What follows belongs to an exercise in optimizing a design on an open flow for small area, a short achievable clock period and few clock cycles per item; a production flow would make more cautious choices.
Power and IR drop assume default switching activity.

==> flow/design.v <==
module bqc_block_decoder (
    input  wire        clk,
    input  wire        rst,         
    input  wire        in_valid,
    output wire        in_ready,
    input  wire [15:0] in_data,
    output wire        out_valid,
    input  wire        out_ready,
    output wire [63:0] out_row,
    output wire        out_we,      
    output wire        out_last     
);
    localparam NU = 2;         
    localparam NP = 8 / NU;
    localparam PW = (NP > 1) ? $clog2(NP) : 1;
    reg  [15:0] slot [0:15];      
    reg         w_pay;            
    reg  [3:0]  wcnt;             
    reg  [7:0]  nc, nr;           
    reg         nb;               
    reg         n_full;           
    reg         in_rdy;
    reg  [1:0]  cm;               
    reg         cb;               
    reg         c_more;           
    reg  [2:0]  frow;             
    reg  [PW-1:0] fph;            
    reg  [7:0]  t0, t1, t2, t3;   
    reg         c_we;
    reg         a_v;
    reg  [15:0] lv;
    reg  [PW-1:0] a_ph;
    reg         a_lrow, a_lpart;
    reg  [63:0] orow;
    reg         o_v, o_we, o_last;
    wire [1:0]  nm = nc[1:0];
    wire [1:0]  fm = c_more ? cm   : nm;       
    wire [2:0]  fr = c_more ? frow : 3'd0;
    wire [PW-1:0] fp = c_more ? fph : {PW{1'b0}};
    wire        fb = c_more ? cb   : nb;
    wire        flast = (fm != 2'd3) || (fp == NP - 1);    
    wire [2:0]  pidx = (fm == 2'd3) ? fr :
                       (fm == 2'd2) ? {1'b0, fr[2:1]} : {2'b10, fb};
    wire [31:0] pdat = {slot[{pidx, 1'b1}], slot[{pidx, 1'b0}]};
    wire        hsel = (fm == 2'd3) ? fp[PW-1] : fr[0];
    wire [15:0] hdat = hsel ? pdat[31:16] : pdat[15:0];
    wire [4*NU-1:0] l4s;
    generate
        if (NU == 2) begin : g_q
            assign l4s = fp[0] ? hdat[15:8] : hdat[7:0];
        end else begin : g_h
            assign l4s = hdat;
        end
    endgenerate
    reg  [15:0] l3;
    reg  [7:0]  e;
    reg  [8:0]  e2;
    integer u;
    always @* begin
        l3 = 16'd0;
        for (u = 0; u < NU; u = u + 1) begin
            e  = l4s[4*u +: 4] * t2[3:0];
            e2 = e + e[7:4] + 1'b1;                
            l3[(16/NU)*u +: 8/NU*2] = (NU == 2) ? {e2[7:4], l4s[4*u +: 4]} : l4s[4*u +: 4];
        end
    end
    wire [15:0] l23 = (fm == 2'd3) ? l3 : hdat;
    wire [1:0]  j0 = fr[2:1];
    wire [1:0]  j1 = (fr[0] && j0 != 2'd3) ? j0 + 2'd1 : j0;
    wire [15:0] l1 = {pdat[8*j1 +: 8], pdat[8*j0 +: 8]};
    wire [15:0] lv_f = (fm == 2'd1) ? l1 : l23;
    wire [7:0]  base = {nc[7:2], 2'b10};
    wire [8:0]  r1   = nr + 1'b1;
    wire [15:0] m3x  = {r1, 6'd0} + {r1, 4'd0} + {r1, 2'd0} + r1;    
    wire [12:0] m15  = {r1, 4'd0} + r1;                             
    wire [7:0]  q1   = m3x[15:8];                   
    wire [1:0]  rm3  = nr[1:0] - q1[1:0] - {q1[0], 1'b0};    
    wire [7:0]  q2   = {q1[6:0], 1'b0} + (rm3 == 2'd2);      
    wire [4:0]  a15  = m15[12:8];                   
    wire [3:0]  b15  = nr[3:0] + a15[3:0];          
    wire [8:0]  s1   = base + q1;
    wire [8:0]  s2   = base + q2;
    wire [8:0]  s3   = base + nr;
    reg  [7:0]  t0_n, t1_n, t2_n, t3_n;
    always @* begin
        case (nm)
        2'd0: begin
            t0_n = nr; t1_n = nr; t2_n = nr; t3_n = nr;
        end
        2'd3: begin
            t0_n = nc; t1_n = {3'd0, a15}; t2_n = {4'd0, b15}; t3_n = 8'd0;
        end
        default: begin
            t0_n = base;
            t1_n = s1[8] ? 8'hFF : s1[7:0];
            t2_n = s2[8] ? 8'hFF : s2[7:0];
            t3_n = s3[8] ? 8'hFF : s3[7:0];
        end
        endcase
    end
    reg  [7:0]  g  [0:7];
    reg  [8:0]  cs [0:3];
    reg  [7:0]  hv [0:7];
    reg  [7:0]  fv [0:NU-1];
    reg  [63:0] rowv;
    integer k;
    reg  [3:0]  l4;
    reg  [9:0]  f4;
    reg  [9:0]  hs;
    always @* begin
        for (k = 0; k < 8; k = k + 1)
            case (lv[2*k +: 2])
            2'd0: g[k] = t0;
            2'd1: g[k] = t1;
            2'd2: g[k] = t2;
            default: g[k] = t3;
            endcase
        for (k = 0; k < 4; k = k + 1)
            cs[k] = g[k] + g[k+4];
        for (k = 0; k < 4; k = k + 1) begin
            hv[2*k] = cs[k][8:1];
            hs = cs[k] + cs[(k == 3) ? 3 : k + 1];
            hv[2*k+1] = hs[9:2];
        end
        for (k = 0; k < NU; k = k + 1) begin
            l4 = lv[(16/NU)*k +: 4];
            f4 = l4 * t1[4:0] + ((NU == 2) ? lv[8*k+4 +: 4] : 4'd0) + t0;
            fv[k] = f4[9:8] != 0 ? 8'hFF : f4[7:0];
        end
        for (k = 0; k < 8; k = k + 1)
            case (cm)
            2'd1:    rowv[8*k +: 8] = hv[k];
            2'd3:    rowv[8*k +: 8] = fv[k % NU];
            default: rowv[8*k +: 8] = g[k];
            endcase
    end
    wire xfer   = o_v & out_ready;
    wire a_take = a_v & (~o_v | xfer);            
    wire free   = ~a_v | a_take;
    wire move   = free & ~c_more & n_full;        
    wire fetch  = free & (c_more | (n_full & nm != 2'd3));
    wire take   = in_valid & in_rdy;
    function [3:0] wslot_f(input [1:0] m, input b, input [3:0] n);
        wslot_f = (m == 2'd1) ? {2'b10, b, n[0]} : n;
    endfunction
    function busy_f(input [3:0] s);
        busy_f = 1'b0;
        if (c_more)
            case (cm)
            2'd1: busy_f = (s[3:1] == {2'b10, cb});
            2'd2: busy_f = !s[3] && (s[2:0] >= frow);
            2'd3: busy_f = (s[3:1] >= frow);
            default: busy_f = 1'b0;
            endcase
    endfunction
    wire [3:0]  plast = (nm == 2'd1) ? 4'd1 : (nm == 2'd2) ? 4'd7 : 4'd15;
    wire [3:0]  wslot = wslot_f(nm, nb, wcnt);
    wire        busy_cur  = busy_f(wslot);
    wire        busy_nxt  = busy_f(wslot_f(nm, nb, wcnt + 4'd1));
    wire        busy_h1   = busy_f({2'b10, ~nb, 1'b0});    
    wire        busy_h0   = busy_f(4'd0);                  
    reg in_rdy_n;
    always @* begin
        if (!w_pay) begin
            if (n_full)
                in_rdy_n = move;
            else if (take)
                in_rdy_n = (in_data[1:0] == 2'd0) ? 1'b0 :
                           (in_data[1:0] == 2'd1) ? !busy_h1 : !busy_h0;
            else
                in_rdy_n = 1'b1;
        end else begin
            if (take)
                in_rdy_n = (wcnt == plast) ? 1'b0 : !busy_nxt;
            else
                in_rdy_n = !busy_cur;
        end
    end
    assign in_ready  = in_rdy;
    assign out_valid = o_v;
    assign out_row   = orow;
    assign out_we    = o_we;
    assign out_last  = o_last;
    integer i;
    always @(posedge clk) begin
        if (take && w_pay)
            for (i = 0; i < 16; i = i + 1)
                if (wslot == i) slot[i] <= in_data;
        if (take && !w_pay) begin
            nc <= in_data[7:0];
            nr <= in_data[15:8];
        end
        if (move) begin
            cm   <= nm;
            cb   <= nb;
            t0   <= t0_n;
            t1   <= t1_n;
            t2   <= t2_n;
            t3   <= t3_n;
            c_we <= !(nm == 2'd0 && nr == 8'd0);
        end
        if (move && !fetch) begin
            frow <= 3'd0;
            fph  <= {PW{1'b0}};
        end
        if (fetch) begin
            lv      <= lv_f;
            a_ph    <= fp;
            a_lrow  <= (fr == 3'd7);
            a_lpart <= flast;
            if (flast) begin
                frow <= fr + 3'd1;
                fph  <= {PW{1'b0}};
            end else begin
                frow <= fr;
                fph  <= fp + 1'b1;
            end
        end
        for (i = 0; i < NP; i = i + 1)
            if (a_take && (cm != 2'd3 || a_ph == i))
                orow[64/NP*i +: 64/NP] <= rowv[64/NP*i +: 64/NP];
        if (a_take && a_lpart) begin
            o_we   <= c_we;
            o_last <= a_lrow;
        end
        if (rst) begin
            w_pay  <= 1'b0;
            wcnt   <= 4'd0;
            n_full <= 1'b0;
            nb     <= 1'b0;
            cb     <= 1'b0;
            c_more <= 1'b0;
            a_v    <= 1'b0;
            o_v    <= 1'b0;
            in_rdy <= 1'b1;
        end else begin
            in_rdy <= in_rdy_n;
            if (take) begin
                if (!w_pay) begin
                    wcnt <= 4'd0;
                    if (in_data[1:0] == 2'd0) n_full <= 1'b1;
                    else w_pay <= 1'b1;
                    if (in_data[1:0] == 2'd1) nb <= ~nb;
                end else begin
                    wcnt <= wcnt + 4'd1;
                    if (wcnt == plast) begin
                        w_pay  <= 1'b0;
                        n_full <= 1'b1;
                    end
                end
            end
            if (move)
                n_full <= 1'b0;
            if (fetch)
                c_more <= !(fr == 3'd7 && flast);
            else if (move)
                c_more <= 1'b1;                   
            if (fetch) a_v <= 1'b1;
            else if (a_take) a_v <= 1'b0;
            if (a_take && a_lpart) o_v <= 1'b1;
            else if (xfer) o_v <= 1'b0;
        end
    end
endmodule
clock: 20.0 ns
lec_check: 0
cap_margin: 20
core_margin: 2
core_utilization: 35
slew_margin: 20
run.sh (not shown) runs the stock make flow with config.mk's settings and CLKGATE_MAP_FILE= SYNTH_SCRIPT=/design/flow/synth_recipe.tcl, a recipe that flattens the netlist after the stock synthesis.
The baseline ran to the end with no violations.
Rerun with:
--- a/flow/design.v
+++ b/flow/design.v
@@ -8,11 +8,11 @@
     input  wire        out_ready,
     output wire [63:0] out_row,
     output wire        out_we,      
     output wire        out_last     
 );
-    localparam NU = 2;         
+    localparam NU = 4;
     localparam NP = 8 / NU;
     localparam PW = (NP > 1) ? $clog2(NP) : 1;
     reg  [15:0] slot [0:15];      
     reg         w_pay;            
     reg  [3:0]  wcnt;             
@@ -42,44 +42,30 @@
     wire [2:0]  pidx = (fm == 2'd3) ? fr :
                        (fm == 2'd2) ? {1'b0, fr[2:1]} : {2'b10, fb};
     wire [31:0] pdat = {slot[{pidx, 1'b1}], slot[{pidx, 1'b0}]};
     wire        hsel = (fm == 2'd3) ? fp[PW-1] : fr[0];
     wire [15:0] hdat = hsel ? pdat[31:16] : pdat[15:0];
-    wire [4*NU-1:0] l4s;
+    wire [15:0] l23;
     generate
         if (NU == 2) begin : g_q
-            assign l4s = fp[0] ? hdat[15:8] : hdat[7:0];
+            assign l23 = (fm == 2'd3) ? {8'd0, fp[0] ? hdat[15:8] : hdat[7:0]} : hdat;
         end else begin : g_h
-            assign l4s = hdat;
+            assign l23 = hdat;
         end
     endgenerate
-    reg  [15:0] l3;
-    reg  [7:0]  e;
-    reg  [8:0]  e2;
-    integer u;
-    always @* begin
-        l3 = 16'd0;
-        for (u = 0; u < NU; u = u + 1) begin
-            e  = l4s[4*u +: 4] * t2[3:0];
-            e2 = e + e[7:4] + 1'b1;                
-            l3[(16/NU)*u +: 8/NU*2] = (NU == 2) ? {e2[7:4], l4s[4*u +: 4]} : l4s[4*u +: 4];
-        end
-    end
-    wire [15:0] l23 = (fm == 2'd3) ? l3 : hdat;
     wire [1:0]  j0 = fr[2:1];
     wire [1:0]  j1 = (fr[0] && j0 != 2'd3) ? j0 + 2'd1 : j0;
     wire [15:0] l1 = {pdat[8*j1 +: 8], pdat[8*j0 +: 8]};
     wire [15:0] lv_f = (fm == 2'd1) ? l1 : l23;
     wire [7:0]  base = {nc[7:2], 2'b10};
-    wire [8:0]  r1   = nr + 1'b1;
-    wire [15:0] m3x  = {r1, 6'd0} + {r1, 4'd0} + {r1, 2'd0} + r1;    
-    wire [12:0] m15  = {r1, 4'd0} + r1;                             
-    wire [7:0]  q1   = m3x[15:8];                   
-    wire [1:0]  rm3  = nr[1:0] - q1[1:0] - {q1[0], 1'b0};    
-    wire [7:0]  q2   = {q1[6:0], 1'b0} + (rm3 == 2'd2);      
-    wire [4:0]  a15  = m15[12:8];                   
-    wire [3:0]  b15  = nr[3:0] + a15[3:0];          
+    wire [16:0] m1x  = nr * 9'd171;
+    wire [17:0] m2x  = {nr, 1'b0} * 9'd171;
+    wire [18:0] m15  = nr * 8'd137;
+    wire [7:0]  q1   = m1x[16:9];                   
+    wire [7:0]  q2   = m2x[16:9];                   
+    wire [4:0]  a15  = m15[15:11];                  
+    wire [3:0]  b15  = nr - {a15, 4'd0} + a15;      
     wire [8:0]  s1   = base + q1;
     wire [8:0]  s2   = base + q2;
     wire [8:0]  s3   = base + nr;
     reg  [7:0]  t0_n, t1_n, t2_n, t3_n;
     always @* begin
@@ -121,12 +107,12 @@
             hv[2*k] = cs[k][8:1];
             hs = cs[k] + cs[(k == 3) ? 3 : k + 1];
             hv[2*k+1] = hs[9:2];
         end
         for (k = 0; k < NU; k = k + 1) begin
-            l4 = lv[(16/NU)*k +: 4];
-            f4 = l4 * t1[4:0] + ((NU == 2) ? lv[8*k+4 +: 4] : 4'd0) + t0;
+            l4 = lv[4*k +: 4];
+            f4 = l4 * t1[4:0] + (l4 * t2[3:0]) / 15 + t0;
             fv[k] = f4[9:8] != 0 ? 8'hFF : f4[7:0];
         end
         for (k = 0; k < 8; k = k + 1)
             case (cm)
             2'd1:    rowv[8*k +: 8] = hv[k];
@@ -134,13 +120,12 @@
             default: rowv[8*k +: 8] = g[k];
             endcase
     end
     wire xfer   = o_v & out_ready;
     wire a_take = a_v & (~o_v | xfer);            
-    wire free   = ~a_v | a_take;
-    wire move   = free & ~c_more & n_full;        
-    wire fetch  = free & (c_more | (n_full & nm != 2'd3));
+    wire fetch  = (c_more | n_full) & (~a_v | a_take);
+    wire move   = fetch & ~c_more;                
     wire take   = in_valid & in_rdy;
     function [3:0] wslot_f(input [1:0] m, input b, input [3:0] n);
         wslot_f = (m == 2'd1) ? {2'b10, b, n[0]} : n;
     endfunction
     function busy_f(input [3:0] s);
@@ -197,14 +182,10 @@
             t1   <= t1_n;
             t2   <= t2_n;
             t3   <= t3_n;
             c_we <= !(nm == 2'd0 && nr == 8'd0);
         end
-        if (move && !fetch) begin
-            frow <= 3'd0;
-            fph  <= {PW{1'b0}};
-        end
         if (fetch) begin
             lv      <= lv_f;
             a_ph    <= fp;
             a_lrow  <= (fr == 3'd7);
             a_lpart <= flast;
@@ -251,12 +232,10 @@
             end
             if (move)
                 n_full <= 1'b0;
             if (fetch)
                 c_more <= !(fr == 3'd7 && flast);
-            else if (move)
-                c_more <= 1'b1;                   
             if (fetch) a_v <= 1'b1;
             else if (a_take) a_v <= 1'b0;
             if (a_take && a_lpart) o_v <= 1'b1;
             else if (xfer) o_v <= 1'b0;
         end
Effect:
- The changed run finished clean
- setup slack got worse by 2400 ps
- combinational power came out higher by 95%
- final cell count came out higher by 24%
- fmax came out lower by 23%
- area after synthesis came out higher by 16%
- design area came out higher by 16%
- wire length came out higher by 8.2%
Function was not checked in any run of this note: the RTL went through the layout flow alone.

## what the ideal ports hide
No port has a modelled driver above. Below, the same layouts with a new extraction and two added sets of constraints. Step 1, drivers: a clkbuf_16 drives clk and a buf_2 each remaining input, both assumed. Step 2 adds t to the input delays and takes it off the output delays; t is the mean of the earliest and latest rising clock arrival at the registers after step 1. Input paths then give back, and output paths get back, about the clock's delay inside the block. Three values: ideal, step 1, step 2; two values: the first two.
run	t (ns)	setup slack, ns	worst hold slack (ns)	worst setup path after step 2	worst register clock-pin slew, ns
the first run	0.651	12.145 / 12.145 / 12.145	0.394 / 0.394 / 0.394	register to register	0.07 / 0.07
the second run	0.659	9.772 / 9.772 / 9.772	0.417 / 0.417 / 0.417	register to register	0.07 / 0.07
After both steps every run listed still meets setup and hold.
